This is an optimization exercise on Yosys and OpenROAD, whose aim is small area, not a production implementation. Only simulation tests tie the RTL to the original design; equivalence was not proved.

## nickel
## noc_router
module noc_router (
    input  wire         clk,
    input  wire         rst,              
    input  wire [7:0]   cfg_mesh_size,    
    input  wire [13:0]  cfg_cur_addr,     
    input  wire [3:0]   cfg_conn,         
    input  wire [7:0]   cfg_route,        
    input  wire [4:0]   in_valid,         
    input  wire [159:0] in_flit,          
    input  wire [3:0]   credit_in,        
    input  wire         end_req,          
    output reg  [4:0]   out_valid,        
    output reg  [31:0]  out_flit,         
    output reg  [4:0]   credit_out,       
    output reg  [15:0]  overflow_count,   
    output reg          halted
);
clock: 100.0 ns
lec_check: 0
cap_margin: 20
core_margin: 2
core_utilization: 65
gpl_timing_driven: 0
place_density: 0.75
slew_margin: 20
standard.sh (not shown) runs the stock make flow with config.mk's settings and CLKGATE_MAP_FILE= SYNTH_SCRIPT=/design/flow/synth_recipe.tcl, a recipe that flattens the netlist after the stock synthesis.
==> flow/flow/run.sh <==
#!/bin/bash
# Own layout flow: the standard synthesis, then the combinational logic of
# its netlist is mapped again with an area-oriented ABC script (flip-flops
# are kept as they are, same cells and names), then the standard layout.
# Each tool's output goes to a log file of its own in this folder.
set -euo pipefail
HERE=$(pwd)
RES=$HERE/orfs/results/$FLOW_PLATFORM/noc_router/base
LIB=$FLOW_HOME/platforms/$FLOW_PLATFORM/lib/sky130_fd_sc_hd__tt_025C_1v80.lib

bash standard.sh synth > synth_standard.log 2>&1
cp $RES/1_2_yosys.v $HERE/netlist_standard.v

# flip-flop cell types stay black boxes: ABC only sees the logic between them
FFS=$(grep -o 'sky130_fd_sc_hd__[a-z]*df[a-z0-9_]*' $HERE/netlist_standard.v | sort -u | tr '\n' ' ')
DU=$(grep -o 'dont_use [^ ]*' $HERE/orfs/logs/$FLOW_PLATFORM/noc_router/base/1_2_yosys.log | sort -u | sed 's/^/-/' | tr '\n' ' ')

# one area-oriented ABC run per seed of its AIG optimisation; the smallest
# mapped netlist is kept
remap() {
  local S=$1
  sed "s/@SEED@/$S/" $HERE/flow/abc_area_deep.script > $HERE/abc_s$S.script
  cat > $HERE/reabc_s$S.ys <<YS
read_liberty -ignore_miss_func $LIB
read_verilog $HERE/netlist_standard.v
hierarchy -top $FLOW_TOP
blackbox $FFS
flatten
opt_clean -purge
abc -liberty $LIB $DU -script $HERE/abc_s$S.script
read_liberty -lib -overwrite $LIB
opt_clean -purge
splitnets
opt_clean -purge
hilomap -singleton -hicell sky130_fd_sc_hd__conb_1 HI -locell sky130_fd_sc_hd__conb_1 LO
insbuf -buf sky130_fd_sc_hd__buf_4 A X
check -assert -mapped
tee -o $HERE/reabc_stat_s$S.txt stat -liberty $LIB
write_verilog -noattr -nohex -nodec $HERE/netlist_reabc_s$S.v
YS
  yosys -s $HERE/reabc_s$S.ys > $HERE/reabc_s$S.log 2>&1 || true
}
SEEDS="0 1 3 4 5 7 8 9"
set -- $SEEDS
while [ $# -gt 0 ]; do
  for k in 1 2 3 4; do
    [ $# -gt 0 ] || break
    remap $1 &
    shift
  done
  wait
done
best=""; bestarea=""
for S in $SEEDS; do
  [ -f $HERE/reabc_stat_s$S.txt ] && [ -f $HERE/netlist_reabc_s$S.v ] || continue
  a=$(grep "Chip area" $HERE/reabc_stat_s$S.txt | awk '{print $NF}')
  echo "seed $S area $a" >> $HERE/reabc_choice.txt
  if [ -z "$best" ] || awk "BEGIN{exit !($a < $bestarea)}"; then best=$S; bestarea=$a; fi
done
echo "chosen seed $best area $bestarea" >> $HERE/reabc_choice.txt
cp $HERE/netlist_reabc_s$best.v $RES/1_2_yosys.v
touch $RES/1_2_yosys.v

# the standard layout, with smaller port buffers (one buf_1 on every port)
# and a clock tree of smaller buffers without dummy loads
export BUFFER_PORTS_ARGS="-buffer_cell sky130_fd_sc_hd__buf_1"
export CTS_ARGS="-sink_clustering_enable -repair_clock_nets -dont_use_dummy_load -buf_list {sky130_fd_sc_hd__clkbuf_16} -sink_clustering_size 30 -sink_clustering_max_diameter 80"
bash standard.sh > layout.log 2>&1
==> flow/flow/abc_area_deep.script <==
strash
&get -n
&st
&deepsyn -T 20 -S @SEED@
&dch -f
&nf -R 1000 -p -F 16 -A 16 -C 32
&put
topo
What cedar does differently from nickel at the input level:
- a change of CORE_UTILIZATION from 65 to 70
- a change of PLACE_DENSITY from 0.75 to 0.8
--- a/flow/flow/run.sh
+++ b/flow/flow/run.sh
@@ -28,0 +29 @@
+rename -hide w:*.*
@@ -36 +37 @@
-insbuf -buf sky130_fd_sc_hd__buf_4 A X
+insbuf -buf sky130_fd_sc_hd__buf_1 A X
@@ -67 +68,3 @@
-export CTS_ARGS="-sink_clustering_enable -repair_clock_nets -dont_use_dummy_load -buf_list {sky130_fd_sc_hd__clkbuf_16} -sink_clustering_size 30 -sink_clustering_max_diameter 80"
+export CTS_ARGS="-sink_clustering_enable -repair_clock_nets -dont_use_dummy_load -buf_list {sky130_fd_sc_hd__clkbuf_8} -sink_clustering_size 16 -sink_clustering_max_diameter 60"
+export RECOVER_POWER=100
+export POST_GLOBAL_ROUTE_TCL=$HERE/flow/post_grt.tcl
==> flow/flow/post_grt.tcl (new file) <==
# After the power recovery (which downsizes gates off the critical paths),
# repair max slew and capacitance again with global-route parasitics.
log_cmd estimate_parasitics -global_routing
repair_design_helper
log_cmd global_route -start_incremental
log_cmd detailed_placement
log_cmd global_route -end_incremental -congestion_report_file $::env(REPORTS_DIR)/congestion_post_final_repair.rpt
log_cmd estimate_parasitics -global_routing
write_guides $::env(RESULTS_DIR)/route.guide
## What came out
- The total standard cell area after synthesis in cedar was lower than what nickel gave.
- nickel -> cedar: total vias in the final route increased by a few percent
- Comparing nickel and cedar, the higher data arrival at the endpoint of the critical path was measured on cedar.
- cedar against nickel; first-iteration DRC count is up by more than 10%.
Changes in garnet relative to cedar:
- CORE_UTILIZATION changed from 70 to 65
- PLACE_DENSITY changed from 0.8 to 0.75
--- a/flow/flow/run.sh
+++ b/flow/flow/run.sh
@@ -70 +69,0 @@
-export POST_GLOBAL_ROUTE_TCL=$HERE/flow/post_grt.tcl
removed: flow/flow/post_grt.tcl
- STATUS run=garnet STAGES=ALL_DONE FINAL_CHECKS=FAILED CAUSE=capacitance limit, slew limit
- garnet vs. cedar: clock latency reported for the late side of the worst-skew pair shows no meaningful change, total of fill cells in the finished design shows an increase of 661.
- Of cedar and garnet, the run reporting the higher die area was garnet.
Relative to garnet, the following input files were edited for xenon:
--- a/flow/flow/run.sh
+++ b/flow/flow/run.sh
@@ -29 +28,0 @@
-rename -hide w:*.*
@@ -37 +36 @@
-insbuf -buf sky130_fd_sc_hd__buf_1 A X
+insbuf -buf sky130_fd_sc_hd__buf_4 A X
@@ -68,2 +67 @@
-export CTS_ARGS="-sink_clustering_enable -repair_clock_nets -dont_use_dummy_load -buf_list {sky130_fd_sc_hd__clkbuf_8} -sink_clustering_size 16 -sink_clustering_max_diameter 60"
-export RECOVER_POWER=100
+export CTS_ARGS="-sink_clustering_enable -repair_clock_nets -dont_use_dummy_load -buf_list {sky130_fd_sc_hd__clkbuf_4 sky130_fd_sc_hd__clkbuf_8}"
==> flow/flow/abc_area_deep.script <==
strash
&get -n
&st
&deepsyn -T 15 -S @SEED@
&dch -f
&nf -a
&put
topo
==> comparison <==
- The global routing met1 resource utilization in xenon was lower than what garnet gave.
- xenon went all the way through the flow, and no timing, DRC or antenna check failed.
- xenon ended with more number of diodes than garnet.
Input-level comparison between raven and xenon:
- a change of CAP_MARGIN from 20 to 5
- a change of SLEW_MARGIN from 20 to 5
--- a/flow/flow/run.sh
+++ b/flow/flow/run.sh
@@ -67 +67 @@
-export CTS_ARGS="-sink_clustering_enable -repair_clock_nets -dont_use_dummy_load -buf_list {sky130_fd_sc_hd__clkbuf_4 sky130_fd_sc_hd__clkbuf_8}"
+export CTS_ARGS="-sink_clustering_enable -repair_clock_nets -dont_use_dummy_load -buf_list {sky130_fd_sc_hd__clkbuf_8} -sink_clustering_size 16 -sink_clustering_max_diameter 60"
==> flow/flow/abc_area_deep.script <==
strash
&get -n
&st
&deepsyn -T 20 -S @SEED@
&dch -f
&nf -R 1000 -p -F 16 -A 16 -C 32
&put
topo
--- outcome ---
The layout from raven, despite a flow that completed every stage, fails the layout checks, with the failing checks listed as capacitance limit, slew limit. Critical path depth of raven exceeds that of xenon by more than half. Changes observed in raven relative to xenon: placeable core region saw a decrease; number of ordinary and repair buffers in the finished layout saw an increase; multi-input gate area in the final layout saw a decrease. raven vs. xenon: maximum frequency now sits lower, count of inverters not on the clock network in the layout now sits lower.

separate check: timing with driven ports:
In the flow no input, the clock included, has a driving cell. The finished layouts below were timed again as built, in two steps. Step 1 sets driving cells, clkbuf_16 on the clock port and buf_2 on the other inputs (assumed; they add their load-dependent delay and slew). Step 2 also shifts input and output timing later by t, the mid clock arrival at the registers, as if the neighbouring blocks saw the same clock. Three values: no drivers, after step 1, after step 2; two values: the first two.
| run | t, ns | slack for setup (ns) | worst register clock-pin slew, ns |
|---|---|---|---|
| nickel | 0.627 | 21.724 / 21.703 / 21.703 | 0.11 / 0.11 |
| cedar | 0.661 | 19.953 / 19.932 / 19.932 | 0.11 / 0.11 |
| garnet | 0.655 | 19.078 / 19.059 / 19.059 | 0.10 / 0.10 |
| xenon | 0.705 | 23.022 / 23.003 / 23.003 | 0.06 / 0.06 |
| raven | 0.680 | 20.891 / 20.868 / 20.868 | 0.11 / 0.11 |
The setup slack of raven, which loses most, moves by -0.023 ns with the drivers and by -0.023 ns with both steps.
